Background: an optimization exercise with open tools, aiming at small area, a short achievable clock period and few clock cycles. Do not read the settings as production practice. RTL that was checked went through simulation tests only; none was proved equivalent to the original. Function not checked in runs 1 to 3: the RTL went through the layout flow alone. No activity file was given, so power comes from the tool's default toggle rates.

==> flow/design.v <==
module bayer_unpack (
    input  wire        clk,
    input  wire        rst,             
    input  wire        start,
    input  wire [11:0] cfg_width,
    input  wire [11:0] cfg_height,
    input  wire [31:0] cfg_mode,
    input  wire [15:0] cfg_stride,
    input  wire [31:0] cfg_src_len,
    output wire [1:0]  state,
    output wire [3:0]  err,
    output wire [3:0]  errfield,
    output wire [12:0] row,
    output wire [31:0] fault_addr,
    output wire        src_req,
    output wire [31:0] src_addr,
    input  wire        src_gnt,
    input  wire        src_rvalid,
    input  wire [7:0]  src_rdata,
    output wire        dst_we,
    output wire [25:0] dst_addr,
    output wire [7:0]  dst_wdata,
    input  wire        dst_ready
);
    localparam integer DD = 4;    
    localparam integer TD = 3;    
    localparam integer ED = 4;    
    localparam [1:0] ST_IDLE = 2'd0, ST_RUN = 2'd1, ST_DONE = 2'd2, ST_FAIL = 2'd3;
    localparam [3:0] PH_PI  = 4'd0,  PH_PRE = 4'd1,  PH_FLT = 4'd2,  PH_FLT2 = 4'd3,
                     PH_WI0 = 4'd4,  PH_WI1 = 4'd5,  PH_RS  = 4'd6,  PH_RUN  = 4'd7,
                     PH_Z   = 4'd8,  PH_T1  = 4'd9,  PH_T2  = 4'd10, PH_END  = 4'd11,
                     PH_PI1 = 4'd12;
    function [31:0] add32;
        input [31:0] a, b;
        input        ci;
        reg   [31:0] g, p, gg, pp, gn, pn;
        integer l, i, j;
        begin
            g = a & b;
            p = a ^ b;
            gg = g;
            pp = p;
            gg[0] = g[0] | (p[0] & ci);
            for (l = 0; l < 5; l = l + 1) begin
                gn = gg;
                pn = pp;
                for (i = 0; i < 32; i = i + 1)
                    if (((i >> l) & 1) == 1) begin
                        j = ((i >> l) << l) - 1;
                        gn[i] = gg[i] | (pp[i] & gg[j]);
                        pn[i] = pp[i] & pp[j];
                    end
                gg = gn;
                pp = pn;
            end
            add32 = p ^ {gg[30:0], ci};
        end
    endfunction
    function gt32;
        input [31:0] a, b;
        reg   [31:0] g, p, gg, pp, gn, pn;
        integer l, i, j;
        begin
            g = a & ~b;
            p = ~(a ^ b);
            gg = g;
            pp = p;
            for (l = 0; l < 5; l = l + 1) begin
                gn = gg;
                pn = pp;
                for (i = 0; i < 32; i = i + 1)
                    if (((i >> l) & 1) == 1) begin
                        j = ((i >> l) << l) - 1;
                        gn[i] = gg[i] | (pp[i] & gg[j]);
                        pn[i] = pp[i] & pp[j];
                    end
                gg = gn;
                pp = pn;
            end
            gt32 = gg[31];
        end
    endfunction
    function [31:0] inc32;
        input [31:0] x;
        reg   [31:0] pp, pn;
        integer l, i, j;
        begin
            pp = x;
            for (l = 0; l < 5; l = l + 1) begin
                pn = pp;
                for (i = 0; i < 32; i = i + 1)
                    if (((i >> l) & 1) == 1) begin
                        j = ((i >> l) << l) - 1;
                        pn[i] = pp[i] & pp[j];
                    end
                pp = pn;
            end
            inc32 = x ^ {pp[30:0], 1'b1};
        end
    endfunction
    reg [11:0] w_q, h_q;
    reg        p12_q, cmp_q, bin_q, snz_q;
    reg [3:0]  sel_q;         
    reg [15:0] stride_q;
    reg [16:0] rb_q;          
    reg [28:0] sl_q;          
    reg [1:0]  st_q;
    reg [1:0]  err_q;
    reg        fgeo_q;
    reg [12:0] row_q;
    reg [3:0]  ph_q;
    wire [7:0] in_prec = cfg_mode[7:0];
    wire [3:0] in_sel  = cfg_mode[19:16];
    wire       prec_ok = (in_prec == 8'd10) || (in_prec == 8'd12);
    wire [8:0] geom_prod = cfg_width[2:0] * cfg_height[2:0] * in_prec[2:0];
    wire       geom_ok = (geom_prod[2:0] == 3'd0);
    wire       start_ok = start && (st_q != ST_RUN);
    wire [4:0]  swb  = cmp_q ? (p12_q ? 5'd12 : 5'd10) : 5'd16;
    wire [16:0] rb_c = cmp_q ? (p12_q ? ({5'd0, w_q} << 4) + ({5'd0, w_q} << 3)
                                      : ({5'd0, w_q} << 4) + ({5'd0, w_q} << 2))
                             : ({5'd0, w_q} << 5);
    wire [18:0] pitch = snz_q ? {stride_q, 3'b000} : {2'b00, rb_q};
    wire        bdr = sel_q[1] | sel_q[0];
    wire        bdc = sel_q[1] | (~sel_q[0] & sel_q[3]);
    reg [31:0] bp;            
    reg        sec;           
    reg [11:0] xc;            
    reg        hf;            
    reg        rp;            
    reg        zr;            
    reg        rq_v;          
    wire [1:0]  pat_full = rp ? {sel_q[0], sel_q[1]} : {sel_q[2], sel_q[3]};
    wire [1:0]  pat_cur  = bin_q ? 2'b10 : pat_full;
    reg [2:0]  dcnt;          
    reg [2:0]  ocnt;          
    reg [1:0]  tcnt;          
    reg [2:0]  ecnt;          
    reg [7:0]  dmem [0:DD-1];
    reg [3:0]  tmem [0:TD-1];
    reg        emem [0:ED-1];
    reg        hw;            
    reg [7:0]  prev;          
    wire [2:0] o      = bp[2:0];
    wire       two    = (o != 3'd0);
    wire       isemit = sec || !two;
    wire       acc    = rq_v && src_gnt;
    wire       acc_e  = acc && isemit;
    wire       xc_one    = (xc == 12'd1);
    wire       pair_done = bin_q || hf || (pat_cur != 2'b11);
    wire       last_pos  = pair_done && xc_one;
    wire       step2     = bin_q || (pat_cur != 2'b11);
    wire [4:0] o_plus    = {2'b00, o} + swb;
    wire       share     = sec && !step2 && !last_pos && !o_plus[4];
    wire [3:0] thead   = tmem[0];
    wire       rx_emit = src_rvalid && thead[3];
    wire [15:0] rwin   = {src_rdata, prev};
    wire [7:0] aligned = (thead[2:0] == 3'd0) ? src_rdata : (rwin >> thead[2:0]);
    wire       ehead   = emem[0];
    wire [1:0] wpat    = ehead ? {sel_q[0], sel_q[1]} : {sel_q[2], sel_q[3]};
    wire       w_isd   = bin_q || (hw ? wpat[0] : wpat[1]);
    wire       w_pres  = (ecnt != 3'd0) && (!w_isd || dcnt != 3'd0);
    wire       w_acc   = w_pres && dst_ready;
    wire       pop_d   = w_acc && w_isd;
    wire       pop_e   = w_acc && (bin_q || hw);
    reg [31:0] xop;
    reg        cin;
    reg [3:0]  ph_n;
    reg        bp_en;
    reg        push_e;
    wire [5:0] stp  = step2 ? {swb, 1'b0} : {1'b0, swb};
    wire [5:0] stpx = (sec && !share) ? stp - 6'd8 : stp;
    wire [5:0] stpl = ((pat_cur == 2'b01) ? {1'b0, swb} : stp) - (sec ? 6'd8 : 6'd0);
    wire [31:0] bp_sum = add32(bp, xop, cin);
    wire [3:0] ph_row = bin_q ? PH_RUN :
                        (pat_full == 2'b00) ? PH_Z : (pat_full == 2'b01) ? PH_RS : PH_RUN;
    wire        pre_end = (row_q == {h_q, 1'b0});
    wire        hi_bad  = gt32(bp, {sl_q, 3'b000});
    always @(*) begin
        xop    = 32'd0;
        cin    = 1'b0;
        bp_en  = 1'b0;
        ph_n   = ph_q;
        push_e = 1'b0;
        case (ph_q)
            PH_PI: begin
                ph_n = PH_PI1;
            end
            PH_PI1: begin
                xop = {15'd0, rb_q}; bp_en = 1'b1; ph_n = PH_PRE;
            end
            PH_PRE: begin
                xop = {13'd0, pitch};
                if (pre_end) ph_n = PH_WI0;
                else if (hi_bad) ph_n = PH_FLT;
                else bp_en = 1'b1;
            end
            PH_FLT: begin
                xop = {15'h7fff, ~rb_q}; cin = 1'b1; bp_en = 1'b1; ph_n = PH_FLT2;
            end
            PH_WI0: begin
                ph_n = (bin_q && bdr) ? PH_WI1 : (bin_q ? PH_RUN : ph_row);
            end
            PH_WI1: begin
                xop = {13'd0, pitch}; bp_en = 1'b1; ph_n = PH_RUN;
            end
            PH_RS: begin
                xop = {27'd0, swb}; bp_en = 1'b1; ph_n = PH_RUN;
            end
            PH_RUN: begin
                bp_en = acc;
                if (!isemit) xop = 32'd8;
                else if (last_pos) xop = {{26{stpl[5]}}, stpl};
                else xop = {26'd0, stpx};
                push_e = acc && isemit && pair_done;
                if (acc && isemit && last_pos) ph_n = PH_T1;
            end
            PH_Z: begin
                if (ecnt != ED[2:0] || pop_e) begin
                    push_e = 1'b1;
                    if (xc_one) ph_n = PH_T1;
                end
            end
            PH_T1: begin
                xop = bin_q ? {12'd0, pitch, 1'b0} : {13'd0, pitch};
                bp_en = 1'b1;
                ph_n = pre_end ? PH_END : zr ? ph_row : PH_T2;
            end
            PH_T2: begin
                xop = {15'h7fff, ~rb_q}; cin = 1'b1; bp_en = 1'b1;
                ph_n = ph_row;
            end
            default: ;
        endcase
    end
    wire [2:0] ocnt_n = ocnt + {2'd0, acc_e} - {2'd0, pop_d};
    wire [1:0] tcnt_n = tcnt + {1'd0, acc} - {1'd0, src_rvalid};
    wire [2:0] ecnt_n = ecnt + {2'd0, push_e} - {2'd0, pop_e};
    wire [2:0] dcnt_n = dcnt + {2'd0, rx_emit} - {2'd0, pop_d};
    wire row_end = (ph_q == PH_RUN && acc && isemit && last_pos) ||
                   (ph_q == PH_Z && push_e && xc_one);
    wire [31:0] sl_inc  = inc32({3'b000, sl_q});
    wire [31:0] row_inc = inc32({20'd0, row_q[12:1]});
    wire [31:0] xc_dec  = ~inc32({20'hfffff, ~xc});
    integer i;
    always @(posedge clk) begin
        if (rst) begin
            st_q   <= ST_IDLE;
            err_q  <= 2'd0;
            fgeo_q <= 1'b0;
            row_q  <= 13'd0;
            rq_v   <= 1'b0;
            dcnt   <= 3'd0;
            ocnt   <= 3'd0;
            tcnt   <= 2'd0;
            ecnt   <= 3'd0;
            hw     <= 1'b0;
        end else if (start_ok) begin
            w_q      <= cfg_width;
            h_q      <= cfg_height;
            p12_q    <= (in_prec == 8'd12);
            cmp_q    <= cfg_mode[8];
            sel_q    <= in_sel;
            bin_q    <= cfg_mode[20];
            stride_q <= cfg_stride;
            snz_q    <= (cfg_stride != 16'd0);
            sl_q     <= (cfg_src_len[31:29] != 3'd0) ? 29'h1fffffff : cfg_src_len[28:0];
            row_q    <= 13'd0;
            bp       <= 32'd512;
            ph_q     <= PH_PI;
            rp       <= 1'b0;
            hw       <= 1'b0;
            fgeo_q   <= 1'b0;
            err_q    <= 2'd0;
            if (in_sel == 4'd0) begin
                st_q <= ST_FAIL; err_q <= 2'd1;
            end else if (!prec_ok) begin
                st_q <= ST_FAIL; err_q <= 2'd2;
            end else if (!geom_ok) begin
                st_q <= ST_FAIL; err_q <= 2'd2; fgeo_q <= 1'b1;
            end else if (cfg_height == 12'd0 || cfg_width == 12'd0) begin
                st_q  <= ST_DONE;
                row_q <= {cfg_height, 1'b0};
            end else begin
                st_q <= ST_RUN;
            end
        end else if (st_q == ST_RUN) begin
            ph_q <= ph_n;
            if (bp_en) bp <= bp_sum;
            if (ph_q == PH_PI) rb_q <= rb_c;
            if (ph_q == PH_PRE && !pre_end && !hi_bad)
                row_q <= row_q[0] ? {row_inc[11:0], 1'b0} : {row_q[12:1], 1'b1};
            if (ph_q == PH_FLT2) begin
                if (hi_bad) sl_q <= bp[31:3];
                st_q  <= ST_FAIL;
                err_q <= 2'd3;
            end
            if (ph_q == PH_WI0) begin
                bp <= 32'd512 + (p12_q ? 32'd4 : 32'd2) +
                      ((bin_q && bdc) ? {27'd0, swb} : 32'd0);
                sl_q  <= 29'd0;
                row_q <= 13'd0;
            end
            if (ph_q == PH_WI0 || ph_q == PH_T1 || ph_q == PH_T2) begin
                xc  <= w_q;
                sec <= 1'b0;
                hf  <= 1'b0;
            end
            if (ph_q == PH_RS) hf <= 1'b1;
            if ((ph_q == PH_T1 && zr) || ph_q == PH_T2 || ph_q == PH_WI0)
                zr <= !bin_q && (ph_row == PH_Z);
            if (ph_q == PH_RUN && acc) begin
                if (!isemit) sec <= 1'b1;
                else begin
                    sec <= share;
                    if (pat_cur == 2'b11) hf <= ~hf;
                    if (pair_done) xc <= xc_dec[11:0];
                end
            end
            if (ph_q == PH_Z && push_e) xc <= xc_dec[11:0];
            if (row_end) begin
                rp <= ~rp;
                if (bin_q || row_q[0]) row_q <= {row_inc[11:0], 1'b0};
                else                   row_q <= {row_q[12:1], 1'b1};
            end
            rq_v <= (ph_n == PH_RUN) && (ocnt_n < DD[2:0]) && (tcnt_n < TD[1:0]) &&
                    (ecnt_n < ED[2:0]);
            for (i = 0; i < TD; i = i + 1) begin
                if (src_rvalid) begin
                    if (acc && i == tcnt - 1) tmem[i] <= {isemit, o};
                    else if (i < TD - 1) tmem[i] <= tmem[i + 1];
                end else if (acc && i == tcnt) tmem[i] <= {isemit, o};
            end
            tcnt <= tcnt_n;
            ocnt <= ocnt_n;
            if (src_rvalid) prev <= src_rdata;
            for (i = 0; i < DD; i = i + 1) begin
                if (pop_d) begin
                    if (rx_emit && i == dcnt - 1) dmem[i] <= aligned;
                    else if (i < DD - 1) dmem[i] <= dmem[i + 1];
                end else if (rx_emit && i == dcnt) dmem[i] <= aligned;
            end
            dcnt <= dcnt_n;
            for (i = 0; i < ED; i = i + 1) begin
                if (pop_e) begin
                    if (push_e && i == ecnt - 1) emem[i] <= rp;
                    else if (i < ED - 1) emem[i] <= emem[i + 1];
                end else if (push_e && i == ecnt) emem[i] <= rp;
            end
            ecnt <= ecnt_n;
            if (w_acc) begin
                sl_q <= sl_inc[28:0];
                hw   <= !bin_q && !hw;
            end
            if (ph_q == PH_END && ecnt_n == 3'd0) begin
                st_q <= ST_DONE;
                rq_v <= 1'b0;
            end
        end
    end
    assign state      = st_q;
    assign err        = {2'b00, err_q};
    assign errfield   = (err_q == 2'd1) ? 4'd1 : (err_q == 2'd2) ? (fgeo_q ? 4'd3 : 4'd2) : 4'd0;
    assign row        = row_q;
    assign fault_addr = (err_q == 2'd3) ? {3'b000, sl_q} : 32'd0;
    assign src_req    = rq_v;
    assign src_addr   = {3'b000, bp[31:3]};
    assign dst_we     = (st_q == ST_RUN) && w_pres;
    assign dst_addr   = sl_q[25:0];
    assign dst_wdata  = w_isd ? dmem[0] : 8'd0;
endmodule
==> flow/run.sh <==
#!/bin/bash
# synth_recipe.tcl (not shown) runs the flow's synth.tcl, then flattens the netlist and writes it again
# the make line also repeats each setting of config.mk as NAME=value (left out here)
make -C /OpenROAD-flow-scripts/flow DESIGN_CONFIG=/design/flow/config.mk WORK_HOME=/design/flow/orfs CLKGATE_MAP_FILE= SYNTH_SCRIPT=/design/flow/synth_recipe.tcl finish
==> flow/config.mk <==
export PLATFORM = sky130hd
export DESIGN_NAME = bayer_unpack
export DESIGN_NICKNAME = bayer_unpack
export VERILOG_FILES = /design/flow/design.v
export SDC_FILE = /design/flow/constraint.sdc
export NUM_CORES = 4
export LEC_CHECK = 0
export CAP_MARGIN = 20
export CORE_MARGIN = 2
export CORE_UTILIZATION = 40
export SLEW_MARGIN = 20
==> flow/constraint.sdc <==
create_clock -name core_clock -period 8.0 [get_ports {clk}]
set_input_delay 1.6000 -clock core_clock [delete_from_list [all_inputs] [get_ports {clk}]]
set_output_delay 1.6000 -clock core_clock [all_outputs]
set_load 0.01 [all_outputs]
==> results of run 1 <==
[cells in the final DEF, fill, tap and decap left out, drive strengths merged, types with 48 or more instances in the layout]
master	count
clkdlybuf4s50	211
edfxtp	199
nor2	164
nand2	129
ha	103
inv	99
a21oi	99
o21ai	73
and3	49
mux2	48
[state kept, by name, indices dropped and copies added (netlist names), 13 cells and up]
signal,count
bp,32
dmem,32
sl_q,29
stride_q,16
rb_q,15
row_q,13
[per-layer routing]
| layer | share of wire [%] | up-vias | wire (um) |
|---|---|---|---|
| met5 | 0 | - | 0 |
| met4 | 2.8 | 0 | 1260 |
| met3 | 5.8 | 67 | 2620 |
| met2 | 47 | 401 | 21100 |
| met1 | 44 | 6262 | 19700 |
| li1 | - | 6291 | - |
[cell type report]
| type | count | area, um^2 | share of cell area (%) |
|---|---|---|---|
| flip-flops and latches | 230 | 6600 | 34.4 |
| well taps | 525 | 657 | 3.43 |
| clock inverters | 15 | 108 | 0.561 |
| inverters | 99 | 372 | 1.94 |
| repair buffers | 227 | 2250 | 11.8 |
| clock buffers | 36 | 762 | 3.97 |
| multi-input cells | 1205 | 8420 | 43.9 |
[power breakdown]
group	total [uW]	internal, uW	leakage (uW)	switching, uW
clock network	1220	702	0.000422	519
registers	1490	1390	0.00208	94.7
logic	738	341	0.00490	397
total	3450	2440	0.00740	1010
[worst paths after layout]
check	from	end	slack, ns
setup / recovery	cmp_q	bp[30]	2.00
hold reg to reg	ocnt[0]	ocnt[0]	0.47
hold / removal	ocnt[0]	ocnt[0]	0.47
setup reg to reg	cmp_q	bp[30]	2.00
[worst max-delay path, cell delays in order, from the launching register on]
cell and delay [ns]:
edfxtp_1 0.82, inv_1 0.45, ha_1 0.43, mux2i_1 0.16, ha_1 0.19, xor2_1 0.14, or3_1 0.47, nand2_1 0.52
a31o_2 0.42, ha_1 0.34, nand2_1 0.08, nor2_1 0.04, a221oi_1 0.41, o22ai_1 0.17, a311oi_2 0.42, o31ai_1 0.20
a21oi_1 0.23, xor2_1 0.16, nor2_1 0.05
[per-stage QoR]
step | power [uW] | hold WS [ns] | area [um^2] | worst slack [ns]
2_1_floorplan | 1990 | 0.441 | 16100 | 2.63
3_3_place_gp | 2220 | 0.448 | 18300 | 2.25
3_5_place_dp | 2240 | 0.456 | 18300 | 2.08
4_1_cts | 3470 | 0.465 | 19100 | 2.06
5_1_grt | 3600 | 0.477 | 19200 | 1.55
6_report | 3450 | 0.466 | 19200 | 2.00
[logic make-up after synthesis]
kind of cell               synth area share (%)
adders and majority gates                  9.44
other                                    0.0233
muxes                                      5.90
xor gates and xnor gates                   4.25
buffers and inverters                      7.13
and+or+nand+nor                            16.2
DFF                                        41.0
AOI/OAI and AO/OA                          16.1
==> results.toml, run 1 <==
[run_status]
status = "complete, no violations"

[power_and_ir_drop]
ir_drop_mv = 0.155
cellPowerDensity_nw_per_um2 = 180
power.leakage_uw = 0.00740

[layout]
fin_cells = 2337
syn2layout_area_growth_pct = 19.2
num_antenna_cells = 0
fillers = 3685
fin_nets = 2023
drive_gt1_share_pct = 8.22
final_util_pct = 48.2

[die]
core_area_um2 = 39700
die_h_um = 205
ios = 241
dieArea_um2 = 41800
initial_utilization_pct = 40.5
die_x_um = 205
core.rowCount = 73

[logic_synthesis]
synth_top_flop_cell = "edfxtp_1"
synth_most_common_cell = "edfxtp_1"
yosys-top-cells-count = "edfxtp_1, nor2_1, nand2_1, ha_1, inv_1"
synth_top_area_share_pct = 37.1
yosysSeqAreaShare_pct = 41.0
synth_area_um2 = 16100
synth_edf_count = 199
avgSynthCellArea_um2 = 9.67
synth.largest_area_cell = "edfxtp_1"
ys_ff_latch = 230
yosysUniqueCellTypes = 87
synthTopCellsByArea = "edfxtp_1, ha_1, dfxtp_1"
ys_warn_count = 4
synthCells = 1663
synth-async-reset-ratio_pct = 0

[worst_hold_path]
min_path_type = "reg -> reg"
worstHoldPathCells = 2

[drt]
wire_per_inst_um = 19.1
vias_per_cell = 5.57
num_vias = 13021
drc = 0
drtIter0Drc = 1146
wl_um = 44700
ant_nets = 0
dr.pass1.iters = 5

[critical_path]
rr_worst_depth = 18
cp.required_ns = 8.30
crit_fanout = 18
critPathKind = "reg -> reg"
start_kind = "flop"
arrival_ns = 6.30
cp-end-kind = "flop"

[placed_design]
detailed_place_hpwl_um = 33100
dp.cells = 2285
io_buffers = 212
gp_congestion = 0.871

[sta]
worstMarginPinSlew_ns = 1.08
setup_viol = 0
max_freq_ghz = 0.167
finalClockSkew_ns = 0.0150
final-hold-violation-count = 0
drv_slew = 0
tns_ns = 0
maxSlewHeadroom_pct = 27.8
layout_min_cycle_time_ns = 6.00
finalCritPeriodShare_pct = 75.0
rsz0062_at_grt = "false"

[global_routing]
antenna_found_initial = 0
top_usage_layer = "met2"
grt_pass1_vias = 12601
grtUsageMet2_pct = 35.0
grtUsageMet3_pct = 3.17
grt_pass1_wl_um = 69500
grt_overflow = 0
track_usage_pct = 20.9
use_met1_pct = 28.1
grt_max_degree = 49

[cts]
post_cts_resized = 0
cts_buffers = 28
cts-htree-levels = 1
cts_tree = "built"
postCtsSetupRepairBufs = 0
cts-root-buf = "clkbuf_16"
cts.sinks = 230
cts_hold_buf = 0
clk_path_buf_depth = 3
clock_latency_ns = 0.56
path_clk_slew_ns = 0.06

[flow_run]
maxCapViolCount = 0
==> run 2, diff against run 1 <==
--- a/flow/config.mk
+++ b/flow/config.mk
@@ -8,4 +8,5 @@
 export CAP_MARGIN = 20
 export CORE_MARGIN = 2
 export CORE_UTILIZATION = 40
+export SETUP_SLACK_MARGIN = 3
 export SLEW_MARGIN = 20
==> run 2 against run 1 <==
Cell area grew 1.8%; first-iteration DRC count shrank 10%; combinational power grew 3.8%; die area is the same; power grew 3.6%; largest power group unchanged; utilization grew 0.85 points; highest routed layer unchanged; still clean.
==> results.toml, run 2 <==
[run_status]
status = "complete, no violations"

[die]
die_h_um = 205
ios = 241
dieArea_um2 = 41800
initial_utilization_pct = 40.5
core.rowCount = 73
core_area_um2 = 39700
die_x_um = 205

[sta]
finalClockSkew_ns = 0.0263
finalCritPeriodShare_pct = 61.0
worstMarginPinSlew_ns = 1.06
drv_slew = 0
maxSlewHeadroom_pct = 29.2
setup_ws_ns = 3.12
layout_min_cycle_time_ns = 4.88
max_freq_ghz = 0.205
final-hold-violation-count = 0
tns_ns = 0
setup_viol = 0
rsz0062_at_grt = "false"

[logic_synthesis]
ys_ff_latch = 230
yosys-top-cells-count = "edfxtp_1, nor2_1, nand2_1, ha_1, inv_1"
synth_edf_count = 199
yosysSeqAreaShare_pct = 41.0
avgSynthCellArea_um2 = 9.67
synth_area_um2 = 16100
synth-async-reset-ratio_pct = 0
synth_most_common_cell = "edfxtp_1"
synthTopCellsByArea = "edfxtp_1, ha_1, dfxtp_1"
synth.largest_area_cell = "edfxtp_1"
synthCells = 1663
yosysUniqueCellTypes = 87
synth_top_flop_cell = "edfxtp_1"
ys_warn_count = 4
synth_top_area_share_pct = 37.1

[worst_hold_path]
worstHoldPathCells = 2
hp-start = "ocnt[0]"
min_path_type = "reg -> reg"
holdPathEnd = "ocnt[0]"

[drt]
vias_per_cell = 5.59
wl_um = 45400
drtIter0Drc = 1030
wire_per_inst_um = 19.3
dr.pass1.iters = 5
num_vias = 13142
ant_nets = 0
drc = 0

[critical_path]
critPathKind = "reg -> reg"
timing.rr.end = "bp[18]"
worstPathCellList = "nand3b_1 > a211oi_4 > nor2_1 > or4_1 > and3_1 > xnor2_1 > o311ai_1 > ha_1 > o21a_1 > o21ai_2 > o31ai_4 > a41o_1 > buf_4 > a41oi_2 > nor2_1 > or3_1 > and3_1"
start_kind = "flop"
max_stage_delay_ns = 0.54
rr_worst_depth = 17
crit_fanout = 6
slowest_stage = "or4_1"
cp.required_ns = 8.32
arrival_ns = 5.19
crit_buf_inv = 1
regToRegSetupSlack_ns = 3.12
cp-end-kind = "flop"
cp_top_family = "simple AND/OR/NAND/NOR gates"
rr_startpoint = "rp"

[cts]
cts-root-buf = "clkbuf_16"
clock_latency_ns = 0.57
path_clk_slew_ns = 0.06
cts_tree = "built"
cts.sinks = 230
cts-htree-levels = 1
clk_path_buf_depth = 3
cts_hold_buf = 0
cts_buffers = 28

[placed_design]
detailed_place_hpwl_um = 33400
gp_congestion = 0.884
dp_slack_ns = 2.16
io_buffers = 212
dpl-instance-area_um2 = 18300

[power_and_ir_drop]
power.leakage_uw = 0.00753
swShare_pct = 29.4
p_sw_uw = 1050
cellPowerDensity_nw_per_um2 = 183
internal_power_uw = 2520
ir_drop_mv = 0.164
power_frac_comb_pct = 21.4
pwr-share-clk_pct = 36.9
p_seq_share_pct = 41.7

[layout]
reg_top3 = "bp x32, dmem x32, sl_q x29"
final_common_cell = "clkdlybuf4s50_1"
final_cell_mix = "clkdlybuf4s50_1, edfxtp_1, nor2_1, nand2_1, ha_1"
fin_nets = 2037
num_antenna_cells = 0
multi_input_area_um2 = 8580
stdcell_area_um2 = 19500
drive_gt1_share_pct = 10.3
syn2layout_area_growth_pct = 21.3
fillers = 3743
regArea_um2 = 6600

[global_routing]
grt_pass1_wl_um = 70500
antenna_found_initial = 0
grt_max_degree = 49
grt_overflow = 0
grt_pass1_vias = 12647
track_usage_pct = 21.2

[flow_run]
maxCapViolCount = 0
==> run 2: cell families (layout without fill, tap and decap cells) <==
kind of cell,count (synthesis),count (layout),synth area share [%]
compound gates,378,378,16.1
buf+inv,237,392,7.13
other cells,1,10,0.0233
xor+xnor,78,78,4.25
fa+ha+maj,115,115,9.44
simple gates,539,539,16.2
flops,230,230,41.0
mux,85,85,5.90
==> run 2: how the worst max path moves through the flow <==
stage / startpoint / end / slack (ns) / cells after the start
after floorplan: rp / bp[31] / 3.26 / 22
after global placement: cmp_q / bp[31] / 2.23 / 18
after detailed placement: cmp_q / bp[30] / 2.16 / 18
after CTS: rp / bp[28] / 3.00 / 20
after global routing: rp / bp[17] / 2.95 / 18
final: rp / bp[18] / 3.12 / 17
==> run 2: tightest hold or removal path, cell delays in order (launching register included) <==
cell and delay, ns:
dfxtp_1 0.31, nand2_1 0.05, a21oi_1 0.05
==> run 2: metrics by stage <==
stage          power, uW  hold slack [ns]  instances  utilization (%)
2_1_floorplan       1990            0.441       1672                -
3_3_place_gp        2220            0.448       2284             45.9
3_5_place_dp        2240            0.457       2286             46.0
4_1_cts             3580            0.466       2342             48.6
5_1_grt             3730            0.504       2352             49.1
6_report            3570            0.464       2352             49.1
==> run 2: repair_timing <==
item,CTS,global route
endpoints found under the setup margin,19,16
pin swaps,1,12
gates resized for setup,11,26
setup buffers,4,10
==> run 2: layout make-up <==
cell class	instances	share of cell area (%)
Clock buffer	30	3.63
Sequential cell	230	33.8
Tap cell	525	3.37
Timing Repair Buffer	241	12.1
Clock inverter	22	1.20
Multi-Input combinational cell	1205	44.0
Inverter	99	1.90
==> run 2: power groups by stage <==
stage	logic [uW]	registers (uW)	clock network [uW]
after floorplan	525	1460	0
after global placement	713	1510	0
after detailed placement	733	1510	0
after CTS	746	1490	1350
after global routing	848	1500	1390
final	766	1490	1320
==> run 2: routing by layer <==
metal	part of all wire [%]	wire (um)	vias to the layer above	global-route usage (%)
li1	-	-	6311	-
met1	43	19600	6331	28.4
met2	48	21600	425	35.0
met3	6.3	2850	75	3.55
met4	2.9	1300	0	6.75
met5	0	0	-	0
==> run 3, diff against run 2 <==
--- a/flow/config.mk
+++ b/flow/config.mk
@@ -8,5 +8,5 @@
 export CAP_MARGIN = 20
 export CORE_MARGIN = 2
 export CORE_UTILIZATION = 40
-export SETUP_SLACK_MARGIN = 3
+export SETUP_SLACK_MARGIN = 4.5
 export SLEW_MARGIN = 20
==> run 3 against run 2 <==
Still clean on timing, DRC and antenna; clock-buffer cell count up 9; non-clock buffer count up 80; fmax up 3.3%; sequential share of layout area shrank 2.2 points; clock skew down 0.013 ns; register-to-register slack improved by 0.16 ns; area after synthesis unchanged; hold slack improved by 0.0057 ns; final cell count up 3.4%; critical path depth increased by 4; power increased by 0.76%; critical path type unchanged; critical endpoint is now bp[31]; largest cell class unchanged; largest power group unchanged; highest routed layer unchanged.
==> results.toml, run 3 <==
[sta]
worstMarginPinSlew_ns = 0.883
finalClockSkew_ns = 0.0137
maxSlewHeadroom_pct = 40.9
max_freq_ghz = 0.212
final-hold-violation-count = 0
finalCritPeriodShare_pct = 59.0
rsz0062_at_grt = "true"
tns_ns = 0
layout_min_cycle_time_ns = 4.72
drv_slew = 0
setup_viol = 0

[layout]
num_antenna_cells = 0
fin_nets = 2118
drive_gt1_share_pct = 19.8
syn2layout_area_growth_pct = 30.0
fillers = 3554
final_cell_mix = "edfxtp_1, clkdlybuf4s50_1, nor2_1, nand2_1, inv_1"
stdcell_area_um2 = 20900
reg_top3 = "bp x32, dmem x32, sl_q x29"
regArea_um2 = 6600
fin_cells = 2431
multi_input_area_um2 = 9320
final_common_cell = "edfxtp_1"

[drt]
drtIter0Drc = 788
ant_nets = 0
wire_per_inst_um = 20.1
drc = 0
dr.pass1.iters = 5
num_vias = 13558
vias_per_cell = 5.58
wl_um = 48800

[cts]
clock_latency_ns = 0.55
cts_buffers = 27
path_clk_slew_ns = 0.06
cts.sinks = 230
cts_tree = "built"
cts-root-buf = "clkbuf_16"
cts-htree-levels = 1
clk_path_buf_depth = 3

[critical_path]
cp.required_ns = 8.29
worstPathCellList = "buf_6 > mux2i_2 > a2111oi_4 > buf_4 > mux2i_1 > ha_2 > xor2_1 > or3_4 > buf_4 > o311ai_4 > ha_4 > nor3_2 > o21a_1 > o31ai_4 > a41o_4 > a311oi_4 > buf_6 > o31ai_4 > a31oi_1 > xnor2_1 > nor2_1"
cp-end-kind = "flop"
max_stage_delay_ns = 0.49
start_kind = "flop"
slowest_stage = "edfxtp_1"
critPathKind = "reg -> reg"
crit_fanout = 7
crit_buf_inv = 4
cp_top_family = "compound AO/OA/AOI/OAI gates"
arrival_ns = 5.01

[placed_design]
dp.cells = 2285
gp_congestion = 0.889
io_buffers = 212
detailed_place_hpwl_um = 34200
dpl-instance-area_um2 = 18500

[die]
ios = 241
die_h_um = 205
core.rowCount = 73
initial_utilization_pct = 40.5
die_x_um = 205
core_area_um2 = 39700
dieArea_um2 = 41800

[power_and_ir_drop]
cellPowerDensity_nw_per_um2 = 172
power.leakage_uw = 0.00814
total_power_uw = 3600
ir_drop_mv = 0.174

[logic_synthesis]
synthCells = 1663
yosys-top-cells-count = "edfxtp_1, nor2_1, nand2_1, ha_1, inv_1"
ys_ff_latch = 230
yosysSeqAreaShare_pct = 41.0
synthTopCellsByArea = "edfxtp_1, ha_1, dfxtp_1"
synth_top_area_share_pct = 37.1
synth.largest_area_cell = "edfxtp_1"
ys_warn_count = 4
yosysUniqueCellTypes = 87
synth_top_flop_cell = "edfxtp_1"
synth_most_common_cell = "edfxtp_1"
synth_edf_count = 199
synth_area_um2 = 16100
synth-async-reset-ratio_pct = 0
avgSynthCellArea_um2 = 9.67

[global_routing]
antenna_found_initial = 0
grt_pass1_vias = 13198
grt_overflow = 0
grt_pass1_wl_um = 74600
track_usage_pct = 22.8
grt_max_degree = 36

[worst_hold_path]
min_path_type = "reg -> reg"

[run_status]
status = "complete, no violations"

[flow_run]
maxCapViolCount = 0
run 3: worst paths after layout:
path	from	end	slack (ns)	cells after the start
hold reg to reg	ocnt[0]	ocnt[0]	0.47	2
setup reg to reg	rp	bp[31]	3.28	21
hold / removal	ocnt[0]	ocnt[0]	0.47	2
setup / recovery	rp	bp[31]	3.28	21
run 3: logic make-up after synthesis:
logic type | synth area share, %
buffers and inverters | 7.13
XOR/XNOR | 4.25
other | 0.0233
AO/OA/AOI/OAI | 16.1
AND/OR/NAND/NOR | 16.2
flip-flops | 41.0
adder cells (fa/ha/maj) | 9.44
multiplexers | 5.90
run 3: layout make-up:
type / instances / share of cell area (%)
Inverter: 99 / 1.80
Timing Repair Buffer: 321 / 14.8
Clock buffer: 39 / 3.79
Multi-Input combinational cell: 1207 / 44.6
Clock inverter: 10 / 0.281
Tap cell: 525 / 3.14
Sequential cell: 230 / 31.6
run 3: per-stage QoR:
step	setup WS (ns)	hold slack, ns	utilization [%]
2_1_floorplan	3.66	0.441	-
3_3_place_gp	2.53	0.450	46.6
3_5_place_dp	2.48	0.466	46.6
4_1_cts	3.40	0.475	51.2
5_1_grt	3.08	0.506	52.6
6_report	3.28	0.470	52.6
run 3: power breakdown:
| group | internal, uW | switching (uW) | leakage (uW) |
|---|---|---|---|
| clock network | 686 | 516 | 0.000422 |
| registers | 1390 | 87.6 | 0.00208 |
| logic | 437 | 480 | 0.00563 |
run 3: worst min-delay path: cells and delay by family (launching register included):
kind	cells	cell delay, ns
flops	1	0.32
simple gates	1	0.05
compound gates	1	0.05
run 3: repair_timing:
item,CTS,global route
pin swaps,40,53
resized for setup,97,89
endpoints found under the setup margin,146,155
gates cloned,2,1
setup buffers,63,31
hold buffers,0,0
run 3: layer usage:
layer  track usage (%)  vias to the layer above  share of wire [%]  wire, um
li1                  -                     6490                  -         -
met1              31.2                     6616                 45     21800
met2              37.6                      383                 47     23200
met3              2.85                       69                5.6      2720
met4              7.01                        0                2.4      1180
met5                 0                        -                  0         0
==> run 4, diff against run 3 <==
--- a/flow/design.v
+++ b/flow/design.v
@@ -116,9 +116,9 @@
     wire       geom_ok = (geom_prod[2:0] == 3'd0);
     wire       start_ok = start && (st_q != ST_RUN);
     wire [4:0]  swb  = cmp_q ? (p12_q ? 5'd12 : 5'd10) : 5'd16;
-    wire [16:0] rb_c = cmp_q ? (p12_q ? ({5'd0, w_q} << 4) + ({5'd0, w_q} << 3)
-                                      : ({5'd0, w_q} << 4) + ({5'd0, w_q} << 2))
-                             : ({5'd0, w_q} << 5);
+    wire [31:0] rb_c = add32({15'd0, w_q, 5'd0} & {32{~cmp_q}} | {16'd0, w_q, 4'd0} & {32{cmp_q}},
+                             cmp_q ? (p12_q ? {17'd0, w_q, 3'd0} : {18'd0, w_q, 2'd0}) : 32'd0,
+                             1'b0);
     wire [18:0] pitch = snz_q ? {stride_q, 3'b000} : {2'b00, rb_q};
     wire        bdr = sel_q[1] | sel_q[0];
     wire        bdc = sel_q[1] | (~sel_q[0] & sel_q[3]);
@@ -131,10 +131,10 @@
     reg        rq_v;          
     wire [1:0]  pat_full = rp ? {sel_q[0], sel_q[1]} : {sel_q[2], sel_q[3]};
     wire [1:0]  pat_cur  = bin_q ? 2'b10 : pat_full;
-    reg [2:0]  dcnt;          
-    reg [2:0]  ocnt;          
-    reg [1:0]  tcnt;          
-    reg [2:0]  ecnt;          
+    reg [DD-1:0] dcnt;        
+    reg [DD-1:0] ocnt;        
+    reg [TD-1:0] tcnt;        
+    reg [ED-1:0] ecnt;        
     reg [7:0]  dmem [0:DD-1];
     reg [3:0]  tmem [0:TD-1];
     reg        emem [0:ED-1];
@@ -145,12 +145,12 @@
     wire       isemit = sec || !two;
     wire       acc    = rq_v && src_gnt;
     wire       acc_e  = acc && isemit;
-    wire       xc_one    = (xc == 12'd1);
+    reg        xc_one;        
     wire       pair_done = bin_q || hf || (pat_cur != 2'b11);
     wire       last_pos  = pair_done && xc_one;
     wire       step2     = bin_q || (pat_cur != 2'b11);
-    wire [4:0] o_plus    = {2'b00, o} + swb;
-    wire       share     = sec && !step2 && !last_pos && !o_plus[4];
+    wire       o_fits    = cmp_q && (p12_q ? (o[2] == 1'b0) : (o[2:1] != 2'b11));
+    wire       share     = sec && !step2 && !last_pos && o_fits;
     wire [3:0] thead   = tmem[0];
     wire       rx_emit = src_rvalid && thead[3];
     wire [15:0] rwin   = {src_rdata, prev};
@@ -158,7 +158,7 @@
     wire       ehead   = emem[0];
     wire [1:0] wpat    = ehead ? {sel_q[0], sel_q[1]} : {sel_q[2], sel_q[3]};
     wire       w_isd   = bin_q || (hw ? wpat[0] : wpat[1]);
-    wire       w_pres  = (ecnt != 3'd0) && (!w_isd || dcnt != 3'd0);
+    wire       w_pres  = ecnt[0] && (!w_isd || dcnt[0]);
     wire       w_acc   = w_pres && dst_ready;
     wire       pop_d   = w_acc && w_isd;
     wire       pop_e   = w_acc && (bin_q || hw);
@@ -167,9 +167,21 @@
     reg [3:0]  ph_n;
     reg        bp_en;
     reg        push_e;
-    wire [5:0] stp  = step2 ? {swb, 1'b0} : {1'b0, swb};
-    wire [5:0] stpx = (sec && !share) ? stp - 6'd8 : stp;
-    wire [5:0] stpl = ((pat_cur == 2'b01) ? {1'b0, swb} : stp) - (sec ? 6'd8 : 6'd0);
+    wire       use_dbl = last_pos ? (step2 && pat_cur != 2'b01) : step2;
+    wire       minus8  = last_pos ? sec : (sec && !share);
+    reg  [5:0] stps;
+    always @(*) begin
+        case ({cmp_q, p12_q, use_dbl, minus8})
+            4'b1000: stps = 6'd10;   4'b1001: stps = 6'd2;
+            4'b1010: stps = 6'd20;   4'b1011: stps = 6'd12;
+            4'b1100: stps = 6'd12;   4'b1101: stps = 6'd4;
+            4'b1110: stps = 6'd24;   4'b1111: stps = 6'd16;
+            4'b0000, 4'b0100: stps = 6'd16;
+            4'b0001, 4'b0101: stps = 6'd8;
+            4'b0010, 4'b0110: stps = 6'd32;
+            default:          stps = 6'd24;
+        endcase
+    end
     wire [31:0] bp_sum = add32(bp, xop, cin);
     wire [3:0] ph_row = bin_q ? PH_RUN :
                         (pat_full == 2'b00) ? PH_Z : (pat_full == 2'b01) ? PH_RS : PH_RUN;
@@ -209,13 +221,12 @@
             PH_RUN: begin
                 bp_en = acc;
                 if (!isemit) xop = 32'd8;
-                else if (last_pos) xop = {{26{stpl[5]}}, stpl};
-                else xop = {26'd0, stpx};
+                else xop = {26'd0, stps};
                 push_e = acc && isemit && pair_done;
                 if (acc && isemit && last_pos) ph_n = PH_T1;
             end
             PH_Z: begin
-                if (ecnt != ED[2:0] || pop_e) begin
+                if (!ecnt[ED-1] || pop_e) begin
                     push_e = 1'b1;
                     if (xc_one) ph_n = PH_T1;
                 end
@@ -232,10 +243,20 @@
             default: ;
         endcase
     end
-    wire [2:0] ocnt_n = ocnt + {2'd0, acc_e} - {2'd0, pop_d};
-    wire [1:0] tcnt_n = tcnt + {1'd0, acc} - {1'd0, src_rvalid};
-    wire [2:0] ecnt_n = ecnt + {2'd0, push_e} - {2'd0, pop_e};
-    wire [2:0] dcnt_n = dcnt + {2'd0, rx_emit} - {2'd0, pop_d};
+    wire [DD-1:0] ocnt_n = (acc_e && !pop_d) ? {ocnt[DD-2:0], 1'b1} :
+                           (!acc_e && pop_d) ? {1'b0, ocnt[DD-1:1]} : ocnt;
+    wire [TD-1:0] tcnt_n = (acc && !src_rvalid) ? {tcnt[TD-2:0], 1'b1} :
+                           (!acc && src_rvalid) ? {1'b0, tcnt[TD-1:1]} : tcnt;
+    wire [ED-1:0] ecnt_n = (push_e && !pop_e) ? {ecnt[ED-2:0], 1'b1} :
+                           (!push_e && pop_e) ? {1'b0, ecnt[ED-1:1]} : ecnt;
+    wire [DD-1:0] dcnt_n = (rx_emit && !pop_d) ? {dcnt[DD-2:0], 1'b1} :
+                           (!rx_emit && pop_d) ? {1'b0, dcnt[DD-1:1]} : dcnt;
+    wire [DD-1:0] d_free = ~dcnt & {dcnt[DD-2:0], 1'b1};
+    wire [DD-1:0] d_last = dcnt & ~{1'b0, dcnt[DD-1:1]};
+    wire [TD-1:0] t_free = ~tcnt & {tcnt[TD-2:0], 1'b1};
+    wire [TD-1:0] t_last = tcnt & ~{1'b0, tcnt[TD-1:1]};
+    wire [ED-1:0] e_free = ~ecnt & {ecnt[ED-2:0], 1'b1};
+    wire [ED-1:0] e_last = ecnt & ~{1'b0, ecnt[ED-1:1]};
     wire row_end = (ph_q == PH_RUN && acc && isemit && last_pos) ||
                    (ph_q == PH_Z && push_e && xc_one);
     wire [31:0] sl_inc  = inc32({3'b000, sl_q});
@@ -249,10 +270,10 @@
             fgeo_q <= 1'b0;
             row_q  <= 13'd0;
             rq_v   <= 1'b0;
-            dcnt   <= 3'd0;
-            ocnt   <= 3'd0;
-            tcnt   <= 2'd0;
-            ecnt   <= 3'd0;
+            dcnt   <= {DD{1'b0}};
+            ocnt   <= {DD{1'b0}};
+            tcnt   <= {TD{1'b0}};
+            ecnt   <= {ED{1'b0}};
             hw     <= 1'b0;
         end else if (start_ok) begin
             w_q      <= cfg_width;
@@ -286,7 +307,7 @@
         end else if (st_q == ST_RUN) begin
             ph_q <= ph_n;
             if (bp_en) bp <= bp_sum;
-            if (ph_q == PH_PI) rb_q <= rb_c;
+            if (ph_q == PH_PI) rb_q <= rb_c[16:0];
             if (ph_q == PH_PRE && !pre_end && !hi_bad)
                 row_q <= row_q[0] ? {row_inc[11:0], 1'b0} : {row_q[12:1], 1'b1};
             if (ph_q == PH_FLT2) begin
@@ -302,6 +323,7 @@
             end
             if (ph_q == PH_WI0 || ph_q == PH_T1 || ph_q == PH_T2) begin
                 xc  <= w_q;
+                xc_one <= (w_q == 12'd1);
                 sec <= 1'b0;
                 hf  <= 1'b0;
             end
@@ -313,45 +335,50 @@
                 else begin
                     sec <= share;
                     if (pat_cur == 2'b11) hf <= ~hf;
-                    if (pair_done) xc <= xc_dec[11:0];
+                    if (pair_done) begin
+                        xc <= xc_dec[11:0];
+                        xc_one <= (xc == 12'd2);
+                    end
                 end
             end
-            if (ph_q == PH_Z && push_e) xc <= xc_dec[11:0];
+            if (ph_q == PH_Z && push_e) begin
+                xc <= xc_dec[11:0];
+                xc_one <= (xc == 12'd2);
+            end
             if (row_end) begin
                 rp <= ~rp;
                 if (bin_q || row_q[0]) row_q <= {row_inc[11:0], 1'b0};
                 else                   row_q <= {row_q[12:1], 1'b1};
             end
-            rq_v <= (ph_n == PH_RUN) && (ocnt_n < DD[2:0]) && (tcnt_n < TD[1:0]) &&
-                    (ecnt_n < ED[2:0]);
+            rq_v <= (ph_n == PH_RUN) && !ocnt_n[DD-1] && !tcnt_n[TD-1] && !ecnt_n[ED-1];
             for (i = 0; i < TD; i = i + 1) begin
                 if (src_rvalid) begin
-                    if (acc && i == tcnt - 1) tmem[i] <= {isemit, o};
+                    if (acc && t_last[i]) tmem[i] <= {isemit, o};
                     else if (i < TD - 1) tmem[i] <= tmem[i + 1];
-                end else if (acc && i == tcnt) tmem[i] <= {isemit, o};
+                end else if (acc && t_free[i]) tmem[i] <= {isemit, o};
             end
             tcnt <= tcnt_n;
             ocnt <= ocnt_n;
             if (src_rvalid) prev <= src_rdata;
             for (i = 0; i < DD; i = i + 1) begin
                 if (pop_d) begin
-                    if (rx_emit && i == dcnt - 1) dmem[i] <= aligned;
+                    if (rx_emit && d_last[i]) dmem[i] <= aligned;
                     else if (i < DD - 1) dmem[i] <= dmem[i + 1];
-                end else if (rx_emit && i == dcnt) dmem[i] <= aligned;
+                end else if (rx_emit && d_free[i]) dmem[i] <= aligned;
             end
             dcnt <= dcnt_n;
             for (i = 0; i < ED; i = i + 1) begin
                 if (pop_e) begin
-                    if (push_e && i == ecnt - 1) emem[i] <= rp;
+                    if (push_e && e_last[i]) emem[i] <= rp;
                     else if (i < ED - 1) emem[i] <= emem[i + 1];
-                end else if (push_e && i == ecnt) emem[i] <= rp;
+                end else if (push_e && e_free[i]) emem[i] <= rp;
             end
             ecnt <= ecnt_n;
             if (w_acc) begin
                 sl_q <= sl_inc[28:0];
                 hw   <= !bin_q && !hw;
             end
-            if (ph_q == PH_END && ecnt_n == 3'd0) begin
+            if (ph_q == PH_END && !ecnt_n[0]) begin
                 st_q <= ST_DONE;
                 rq_v <= 1'b0;
             end
--- a/flow/config.mk
+++ b/flow/config.mk
@@ -8,5 +8,5 @@
 export CAP_MARGIN = 20
 export CORE_MARGIN = 2
 export CORE_UTILIZATION = 40
-export SETUP_SLACK_MARGIN = 4.5
+export SETUP_SLACK_MARGIN = 3
 export SLEW_MARGIN = 20
==> run 4 against run 3 <==
Still clean; area after synthesis is 1.5% higher; hold slack better by 0.030 ns; register-to-register slack better by 0.10 ns; setup slack improved by 0.10 ns; power shrank 2.2%; fmax increased by 2.3%; die area up 1.5%; clock-buffer cell count grew 6.
==> results.toml, run 4 <==
[run_status]
status = "complete, no violations"

[placed_design]
dp_slack_ns = 3.00
io_buffers = 212
dpl-instance-area_um2 = 18500
dp.cells = 2325
gp_congestion = 0.897
detailed_place_hpwl_um = 33800

[power_and_ir_drop]
ir_drop_mv = 0.152
cellPowerDensity_nw_per_um2 = 180
power.leakage_uw = 0.00745

[sta]
setup_ws_ns = 3.38
tns_ns = 0
layout_min_cycle_time_ns = 4.62
finalCritPeriodShare_pct = 57.7
finalClockSkew_ns = 0.0160
worstMarginPinSlew_ns = 1.00
rsz0062_at_grt = "false"
setup_viol = 0
final-hold-violation-count = 0
maxSlewHeadroom_pct = 33.0
drv_slew = 0
max_freq_ghz = 0.217

[cts]
clk_path_buf_depth = 3
cts_tree = "built"
cts-htree-levels = 1
cts_hold_buf = 0
cts.sinks = 235
clock_latency_ns = 0.57
cts-root-buf = "clkbuf_16"
cts_buffers = 29
path_clk_slew_ns = 0.06

[drt]
wl_um = 46200
drtIter0Drc = 815
vias_per_cell = 5.58
drc = 0
dr.pass1.iters = 7
wire_per_inst_um = 19.4
num_vias = 13314
ant_nets = 0

[critical_path]
critPathKind = "reg -> reg"
max_stage_delay_ns = 0.61
cp-end-kind = "flop"
cp_top_family = "compound AO/OA/AOI/OAI gates"
start_kind = "flop"
slowest_stage = "edfxtp_1"
cp.required_ns = 8.30
crit_buf_inv = 1
arrival_ns = 4.91
worstPathCellList = "nand2b_1 > or2_1 > inv_4 > nor2_1 > a21oi_1 > a311oi_1 > o31ai_1 > ha_1 > nand3_1 > nor3_1 > o21ai_0 > o21ai_0 > a21oi_1 > fa_1 > xor2_1 > nor2_1"
crit_fanout = 27

[die]
dieArea_um2 = 42500
core_area_um2 = 40600
die_x_um = 206
initial_utilization_pct = 40.3
ios = 241
core.rowCount = 74
die_h_um = 206

[logic_synthesis]
avgSynthCellArea_um2 = 9.67
synth_most_common_cell = "edfxtp_1"
yosys-top-cells-count = "edfxtp_1, nor2_1, nand2_1, a21oi_1, ha_1"
synth_edf_count = 200
synth_top_flop_cell = "edfxtp_1"
synthCells = 1689
synth-async-reset-ratio_pct = 0
ys_ff_latch = 235
yosysUniqueCellTypes = 97
synth.largest_area_cell = "edfxtp_1"
synth_top_area_share_pct = 36.8
synth_area_um2 = 16300
ys_warn_count = 4
yosysSeqAreaShare_pct = 41.1
synthTopCellsByArea = "edfxtp_1, ha_1, dfxtp_1"

[global_routing]
grt_overflow = 0
track_usage_pct = 21.5
grt_pass1_vias = 12842
grt_max_degree = 49
grt_pass1_wl_um = 71500
antenna_found_initial = 1

[layout]
multi_input_area_um2 = 8530
reg_top3 = "bp x32, dmem x32, sl_q x29"
fillers = 3816
regArea_um2 = 6710
fin_nets = 2052
final_cell_mix = "clkdlybuf4s50_1, edfxtp_1, nor2_1, nand2_1, a21oi_1"
final_common_cell = "clkdlybuf4s50_1"
stdcell_area_um2 = 19500
fin_cells = 2386
drive_gt1_share_pct = 9.99
syn2layout_area_growth_pct = 19.7

[flow_run]
maxCapViolCount = 0

[worst_hold_path]
min_path_type = "reg -> reg"
run 4: changes by cell type in the layout (fill, tap and decap cells not counted), sizes merged, moves of 11 or more:
cell and change:
clkdlybuf4s50 +17, a21oi +19, a22oi -12, o211ai +14, buf -88, nand2 +16, mux2i -11, inv -14
o21ai +22
run 4: power by group:
group / total [uW] / switching, uW / internal (uW) / leakage (uW)
combinational: 682 / 372 / 310 / 0.00483
clock: 1350 / 530 / 818 / 0.000486
sequential: 1490 / 78.6 / 1410 / 0.00213
run 4: per-layer routing:
metal / global-route usage (%) / wire [um]
met1: 29.4 / 20900
met2: 34.7 / 21300
met3: 3.22 / 2490
met4: 7.09 / 1500
met5: 0 / 0
run 4: timing repair:
action                     CTS  global route
buffers inserted             1             5
resized for setup            0             5
setup endpoints to repair    1            11
run 4: logic make-up (layout without fill, tap and decap cells):
| family | after synthesis | after routing | synth area share (%) |
|---|---|---|---|
| other | 1 | 12 | 0.0230 |
| and+or+nand+nor | 575 | 575 | 17.7 |
| adders and majority gates | 105 | 105 | 8.49 |
| DFF | 235 | 235 | 41.1 |
| muxes | 81 | 81 | 5.69 |
| buffers and inverters | 223 | 377 | 7.08 |
| AOI/OAI and AO/OA | 402 | 402 | 16.4 |
| xor gates and xnor gates | 67 | 67 | 3.59 |
run 4: path summary, 6_finish.rpt:
check             startpoint       to  slack (ns)  cells past startpoint
hold reg to reg      ocnt[3]  ocnt[3]        0.50                      2
hold / removal       ocnt[3]  ocnt[3]        0.50                      2
setup / recovery     ph_q[0]   bp[17]        3.38                     16
setup reg to reg     ph_q[0]   bp[17]        3.38                     16
run 4: stage by stage:
step / total power [uW] / util (%) / hold slack [ns]
floorplan: 1950 / - / 0.421
global placement: 2170 / 45.6 / 0.479
detailed placement: 2190 / 45.6 / 0.489
CTS: 3540 / 48.0 / 0.501
global route: 3670 / 48.2 / 0.516
finish: 3520 / 48.2 / 0.500
run 4: layout make-up:
type,count,share of cell area [%]
clock inverter,8,0.474
sequential,235,34.3
timing repair buffer,237,11.9
tap,532,3.41
inverter,87,1.69
multi-input combinational,1240,43.6
clock buffer,45,4.53
antenna,2,0.0256
run 4: tightest hold or removal path, stage by stage, from the launching register on:
cell and delay, ns:
dfxtp_1 0.32, o21ai_0 0.07, a21oi_1 0.06
Testbench counts of run 4, summed over its fixed seeds: cycles 45,817.
==> run 5, diff against run 4 <==
--- a/flow/config.mk
+++ b/flow/config.mk
@@ -8,5 +8,5 @@
 export CAP_MARGIN = 20
 export CORE_MARGIN = 2
 export CORE_UTILIZATION = 40
-export SETUP_SLACK_MARGIN = 3
+export SETUP_SLACK_MARGIN = 4
 export SLEW_MARGIN = 20
==> run 5 against run 4 <==
Global-route usage barely moved; final cell count rose by 1.8%; utilization rose by 1.5 points; sequential share of layout area fell by 1.1 points; first-iteration DRC count rose by 36%; sequential power barely moved; area after synthesis did not move; non-clock buffer count rose by 43; cell area rose by 3.2%; critical path type unchanged; largest cell class unchanged; hold slack improved by 0.0057 ns.
==> results.toml, run 5 <==
[run_status]
status = "complete, no violations"

[placed_design]
detailed_place_hpwl_um = 33700
gp_congestion = 0.897
dp_slack_ns = 3.00
dpl-instance-area_um2 = 18500
io_buffers = 212

[drt]
drc = 0
ant_nets = 0
wl_um = 47200
vias_per_cell = 5.61
wire_per_inst_um = 19.5
num_vias = 13625
drtIter0Drc = 1108
dr.pass1.iters = 5

[power_and_ir_drop]
power.leakage_uw = 0.00775
power_frac_comb_pct = 20.7
pwr-share-clk_pct = 37.7
internal_power_uw = 2570
cellPowerDensity_nw_per_um2 = 177
ir_drop_mv = 0.122
p_seq_share_pct = 41.6
swShare_pct = 27.9
p_sw_uw = 995

[sta]
worstMarginPinSlew_ns = 0.907
final-hold-violation-count = 0
setup_ws_ns = 4.05
tns_ns = 0
finalCritPeriodShare_pct = 49.4
layout_min_cycle_time_ns = 3.95
max_freq_ghz = 0.253
finalClockSkew_ns = 0.0188
holdWs_ns = 0.506
setup_viol = 0
drv_slew = 0
maxSlewHeadroom_pct = 39.5
rsz0062_at_grt = "true"

[critical_path]
cp-end-kind = "flop"
crit_end = "bp[22]"
timing.rr.end = "bp[22]"
regToRegSetupSlack_ns = 4.05
arrival_ns = 4.25
crit_fanout = 5
crit_start = "sel_q[1]"
start_kind = "flop"
worstPathCellList = "buf_4 > nand3_1 > a21oi_2 > a31o_2 > ha_1 > nand2_1 > o21ai_0 > a21oi_2 > inv_1 > ha_1 > a211oi_4 > nor3_4 > o21ai_4 > a21oi_2 > or3_4 > a31oi_4 > xor2_1 > nor2_1"
cp.required_ns = 8.30
rr_startpoint = "sel_q[1]"
critPathMostFrequentCell = "a21oi_2"
path_depth = 18
critPathKind = "reg -> reg"
slowest_stage = "edfxtp_1"
rr_worst_depth = 18
max_stage_delay_ns = 0.47
crit_buf_inv = 2
cp_top_family = "compound AO/OA/AOI/OAI gates"

[logic_synthesis]
ys_ff_latch = 235
ys_warn_count = 4
synth_area_um2 = 16300
avgSynthCellArea_um2 = 9.67
yosysSeqAreaShare_pct = 41.1
synth_top_flop_cell = "edfxtp_1"
yosys-top-cells-count = "edfxtp_1, nor2_1, nand2_1, a21oi_1, ha_1"
synthCells = 1689
synth.largest_area_cell = "edfxtp_1"
synth-async-reset-ratio_pct = 0
synth_top_area_share_pct = 36.8
yosysUniqueCellTypes = 97
synth_edf_count = 200
synthTopCellsByArea = "edfxtp_1, ha_1, dfxtp_1"
synth_most_common_cell = "edfxtp_1"

[layout]
reg_top3 = "bp x32, dmem x32, sl_q x29"
drive_gt1_share_pct = 14.1
stdcell_area_um2 = 20200
fin_nets = 2096
final_cell_mix = "clkdlybuf4s50_1, edfxtp_1, nor2_1, nand2_1, a21oi_1"
syn2layout_area_growth_pct = 23.5
final_common_cell = "clkdlybuf4s50_1"
num_antenna_cells = 0

[worst_hold_path]
hp-start = "ocnt[3]"
min_path_type = "reg -> reg"

[die]
die_x_um = 206
die_h_um = 206
core_area_um2 = 40600
core.rowCount = 74
initial_utilization_pct = 40.3
dieArea_um2 = 42500
ios = 241

[cts]
cts_buffers = 29
cts_tree = "built"
path_clk_slew_ns = 0.06
cts.sinks = 235
clk_path_buf_depth = 3
cts-htree-levels = 1
cts-root-buf = "clkbuf_16"
clock_latency_ns = 0.56

[global_routing]
track_usage_pct = 21.5
antenna_found_initial = 0
grt_overflow = 0
grt_pass1_vias = 12747
grt_pass1_wl_um = 71800
grt_max_degree = 49

[flow_run]
maxCapViolCount = 0
run 5: area by class of cell:
| cell class | count | area, um^2 |
|---|---|---|
| multi-input combinational | 1240 | 8760 |
| timing repair inverter | 1 | 8.76 |
| sequential | 235 | 6710 |
| tap | 532 | 666 |
| fill | 3736 | 20400 |
| timing repair buffer | 280 | 2700 |
| clock inverter | 9 | 124 |
| clock buffer | 44 | 852 |
| inverter | 87 | 350 |
run 5: per-stage QoR:
step,total power [uW],utilization [%],cells
after floorplan,1950,-,1698
after global placement,2170,45.5,2322
after detailed placement,2190,45.6,2324
after CTS,3550,48.7,2402
after global routing,3720,49.7,2428
final,3570,49.7,2428
run 5: power by group through the flow:
| stage | sequential (uW) | combinational [uW] | clock (uW) |
|---|---|---|---|
| 2_1_floorplan | 1480 | 475 | 0 |
| 3_3_place_gp | 1520 | 652 | 0 |
| 3_5_place_dp | 1520 | 670 | 0 |
| 4_1_cts | 1480 | 704 | 1360 |
| 5_1_grt | 1490 | 815 | 1410 |
| 6_report | 1480 | 740 | 1350 |
run 5: metal layers:
metal | part of all wire, % | wire, um | track usage, %
met1 | 44 | 20800 | 29.9
met3 | 6.2 | 2940 | 2.84
met2 | 47 | 22400 | 35.5
met5 | 0 | 0 | 0
met4 | 2.3 | 1110 | 5.15
run 5: how the worst min path moves through the flow:
stage | endpoint | slack (ns) | cells past startpoint
6_report | ocnt[3] | 0.51 | 2
5_1_grt | ocnt[3] | 0.53 | 2
4_1_cts | ocnt[3] | 0.50 | 2
3_5_place_dp | ocnt[3] | 0.49 | 2
3_3_place_gp | ocnt[3] | 0.48 | 2
2_1_floorplan | emem[3] | 0.42 | 0
run 5: worst register-to-register path, stage by stage, from the launching register on:
cell	delay, ns
edfxtp_1	0.47
buf_4	0.19
nand3_1	0.11
a21oi_2	0.09
a31o_2	0.25
ha_1	0.27
nand2_1	0.06
o21ai_0	0.11
a21oi_2	0.18
inv_1	0.06
ha_1	0.32
a211oi_4	0.31
nor3_4	0.11
o21ai_4	0.26
a21oi_2	0.08
or3_4	0.45
a31oi_4	0.17
xor2_1	0.17
nor2_1	0.05
run 5: kinds of logic after synthesis:
| kind of cell | after synthesis | share of synthesized area, % |
|---|---|---|
| AOI/OAI and AO/OA | 402 | 16.4 |
| xor gates and xnor gates | 67 | 3.59 |
| adders and majority gates | 105 | 8.49 |
| buffers and inverters | 223 | 7.08 |
| DFF | 235 | 41.1 |
| muxes | 81 | 5.69 |
| other | 1 | 0.0230 |
| and+or+nand+nor | 575 | 17.7 |
run 5: repair_timing:
| item | in CTS | in global routing |
|---|---|---|
| setup buffers | 25 | 22 |
| gates resized for setup | 41 | 51 |
| setup endpoints to repair | 88 | 27 |
| pin swaps | 5 | 17 |
| hold buffers | 0 | 0 |
| cloned | 0 | 4 |
==> run 6, diff against run 5 <==
--- a/flow/config.mk
+++ b/flow/config.mk
@@ -7,6 +7,7 @@
 export LEC_CHECK = 0
 export CAP_MARGIN = 20
 export CORE_MARGIN = 2
-export CORE_UTILIZATION = 40
+export CORE_UTILIZATION = 55
+export CTS_BUF_LIST = sky130_fd_sc_hd__clkbuf_8
 export SETUP_SLACK_MARGIN = 4
 export SLEW_MARGIN = 20
==> run 6 against run 5 <==
Sequential power about the same; synthesized cell count unchanged; largest cell class unchanged; routed wire length down 6.9%; sequential share of layout area up 1.0 points; hold slack worse by 0.0011 ns; setup slack better by 0.043 ns; still clean; clock power down 21%.
==> results.toml, run 6 <==
[layout]
syn2layout_area_growth_pct = 19.9
num_antenna_cells = 0
fin_nets = 2091
fillers = 2423
final_cell_mix = "clkdlybuf4s50_1, edfxtp_1, nor2_1, nand2_1, a21oi_1"
reg_top3 = "bp x32, dmem x32, sl_q x29"
stdcell_area_um2 = 19600
final_common_cell = "clkdlybuf4s50_1"
drive_gt1_share_pct = 13.3

[global_routing]
track_usage_pct = 27.7
grt_max_degree = 49
antenna_found_initial = 1
grt_overflow = 0
grt_pass1_vias = 13028
grt_pass1_wl_um = 69000

[sta]
finalClockSkew_ns = 0.0226
final-hold-violation-count = 0
setup_viol = 0
worstMarginPinSlew_ns = 0.883
holdWs_ns = 0.505
layout_min_cycle_time_ns = 3.91
rsz0062_at_grt = "true"
max_freq_ghz = 0.256
tns_ns = 0
drv_slew = 0
maxSlewHeadroom_pct = 41.1
finalCritPeriodShare_pct = 48.9

[cts]
cts_buffers = 42
clk_path_buf_depth = 3
cts_tree = "built"
cts-root-buf = "clkbuf_8"
clock_latency_ns = 0.58
cts.sinks = 235
cts-htree-levels = 2
path_clk_slew_ns = 0.06

[die]
core.rowCount = 63
die_h_um = 176
die_x_um = 176
initial_utilization_pct = 55.5
dieArea_um2 = 31100
ios = 241
core_area_um2 = 29400

[logic_synthesis]
synth_top_area_share_pct = 36.8
synth-async-reset-ratio_pct = 0
synth_area_um2 = 16300
yosysSeqAreaShare_pct = 41.1
avgSynthCellArea_um2 = 9.67
ys_warn_count = 4
ys_ff_latch = 235
synth_most_common_cell = "edfxtp_1"
yosys-top-cells-count = "edfxtp_1, nor2_1, nand2_1, a21oi_1, ha_1"
synth_top_flop_cell = "edfxtp_1"
synthCells = 1689
synth_edf_count = 200
yosysUniqueCellTypes = 97
synthTopCellsByArea = "edfxtp_1, ha_1, dfxtp_1"
synth.largest_area_cell = "edfxtp_1"

[drt]
vias_per_cell = 5.94
dr.pass1.iters = 5
wire_per_inst_um = 19.2
num_vias = 13621
drc = 0
ant_nets = 0
wl_um = 44000
drtIter0Drc = 992

[critical_path]
rr_startpoint = "sel_q[3]"
rr_worst_depth = 18
timing.rr.end = "bp[29]"
cp.required_ns = 8.30
start_kind = "flop"
crit_fanout = 5
path_depth = 18
slowest_stage = "edfxtp_1"
cp_top_family = "compound AO/OA/AOI/OAI gates"
crit_end = "bp[29]"
crit_buf_inv = 3
critPathKind = "reg -> reg"
regToRegSetupSlack_ns = 4.09
arrival_ns = 4.21
cp-end-kind = "flop"
max_stage_delay_ns = 0.46
worstPathCellList = "buf_4 > mux2_2 > a31o_2 > ha_1 > nand2_1 > o21ai_0 > a21oi_2 > inv_1 > ha_4 > a211oi_4 > nor3_2 > o21ai_2 > buf_4 > a31oi_4 > a21oi_2 > o21bai_1 > a211oi_1 > nor3_1"
crit_start = "sel_q[3]"

[run_status]
status = "complete, no violations"

[worst_hold_path]
min_path_type = "reg -> reg"

[flow_run]
maxCapViolCount = 0

[power_and_ir_drop]
power.leakage_uw = 0.00768
ir_drop_mv = 0.124
p_seq_share_pct = 45.8
swShare_pct = 30.0
power_frac_comb_pct = 21.7
pwr-share-clk_pct = 32.5
internal_power_uw = 2270
p_sw_uw = 976
cellPowerDensity_nw_per_um2 = 166

[placed_design]
io_buffers = 212
dpl-instance-area_um2 = 18300
detailed_place_hpwl_um = 31200
gp_congestion = 0.924
[run 6: changes by cell type in the layout (fill, tap and decap cells not counted), moves of 8 or more]
cell       change
buf_4         -14
clkbuf_1       -8
clkbuf_16     -29
clkbuf_8      +39
clkinv_1       +9
inv_1         +18
[run 6: worst min path at each step]
stage / startpoint / endpoint / slack, ns / cells past startpoint
floorplan: rp / emem[3] / 0.42 / 0
global placement: ocnt[3] / ocnt[3] / 0.48 / 2
detailed placement: ocnt[3] / ocnt[3] / 0.49 / 2
CTS: ocnt[3] / ocnt[3] / 0.50 / 2
global route: ocnt[3] / ocnt[3] / 0.53 / 2
finish: ocnt[3] / ocnt[3] / 0.50 / 2
[run 6: through the flow]
stage          util (%)  power [uW]  instances  setup slack (ns)
2_1_floorplan         -        1950       1698              4.11
3_3_place_gp       62.1        2160       2180              3.15
3_5_place_dp       62.1        2170       2180              3.10
4_1_cts            65.5        3240       2278              4.00
5_1_grt            66.6        3400       2293              3.95
6_report           66.6        3250       2293              4.09
[run 6: power by group through the flow]
| stage | clock network (uW) | registers [uW] | logic (uW) |
|---|---|---|---|
| after floorplan | 0 | 1480 | 475 |
| after global placement | 0 | 1520 | 639 |
| after CTS | 1070 | 1490 | 678 |
| after global routing | 1120 | 1500 | 779 |
| final | 1060 | 1490 | 705 |
| after detailed placement | 0 | 1520 | 653 |
[run 6: logic make-up after synthesis]
group / share of synthesized area [%]
AO/OA/AOI/OAI: 16.4
XOR/XNOR: 3.59
adder cells (fa/ha/maj): 8.49
buffers and inverters: 7.08
flip-flops: 41.1
multiplexers: 5.69
other: 0.0230
AND/OR/NAND/NOR: 17.7
[run 6: layer usage]
layer,global-route usage (%),up-vias,wire length (um)
li1,-,6494,-
met1,36.8,6542,18700
met2,46.2,511,21000
met3,5.64,74,3370
met4,7.95,0,897
met5,0,-,0
[run 6: worst register-to-register path: stages (launching register included)]
cell and delay (ns):
edfxtp_1 0.46, buf_4 0.21, mux2_2 0.26, a31o_2 0.28, ha_1 0.27, nand2_1 0.06
o21ai_0 0.10, a21oi_2 0.19, inv_1 0.09, ha_4 0.23, a211oi_4 0.25, nor3_2 0.11
o21ai_2 0.17, buf_4 0.16, a31oi_4 0.11, a21oi_2 0.25, o21bai_1 0.14, a211oi_1 0.24
nor3_1 0.07
[run 6: area by class of cell]
class / count / area, um^2 / area share [%]
flip-flops and latches: 235 / 6710 / 34.3
clock inverters: 32 / 145 / 0.741
repair buffers: 263 / 2570 / 13.1
clock buffers: 46 / 633 / 3.23
multi-input cells: 1240 / 8710 / 44.5
well taps: 390 / 488 / 2.49
inverters: 87 / 333 / 1.70
[run 6: what timing repair did]
| action | CTS | global route |
|---|---|---|
| setup endpoints to repair | 73 | 50 |
| pin swaps | 3 | 15 |
| cloned | 0 | 2 |
| hold buffers | 0 | 0 |
| gates resized for setup | 29 | 45 |
| setup buffers | 20 | 13 |

-- what the ideal ports hide --
Ports are ideal in the flow. The routed layouts listed here were re-timed in OpenROAD.
Step 1 sets driving cells, clkbuf_16 on the clock port and buf_2 on the other inputs (assumed; they add their load-dependent delay and slew).
Step 2 times the ports against the registers' clock, not the clock port: input delays grow and output delays shrink by t, the midpoint of the rising clock arrivals with the driver on.
Slacks: ideal ports / drivers / drivers and shift; pairs: ideal ports / drivers.
| run | t, ns | setup WS [ns] |
|---|---|---|
| run 1 | 0.601 | 1.998 / 1.998 / 1.998 |
| run 2 | 0.607 | 3.124 / 3.124 / 2.954 |
| run 3 | 0.601 | 3.279 / 3.279 / 3.279 |
| run 4 | 0.611 | 3.384 / 3.384 / 2.950 |
| run 5 | 0.603 | 4.048 / 4.000 / 3.528 |
| run 6 | 0.615 | 4.091 / 4.061 / 3.507 |
After both steps every run listed still meets setup and hold.
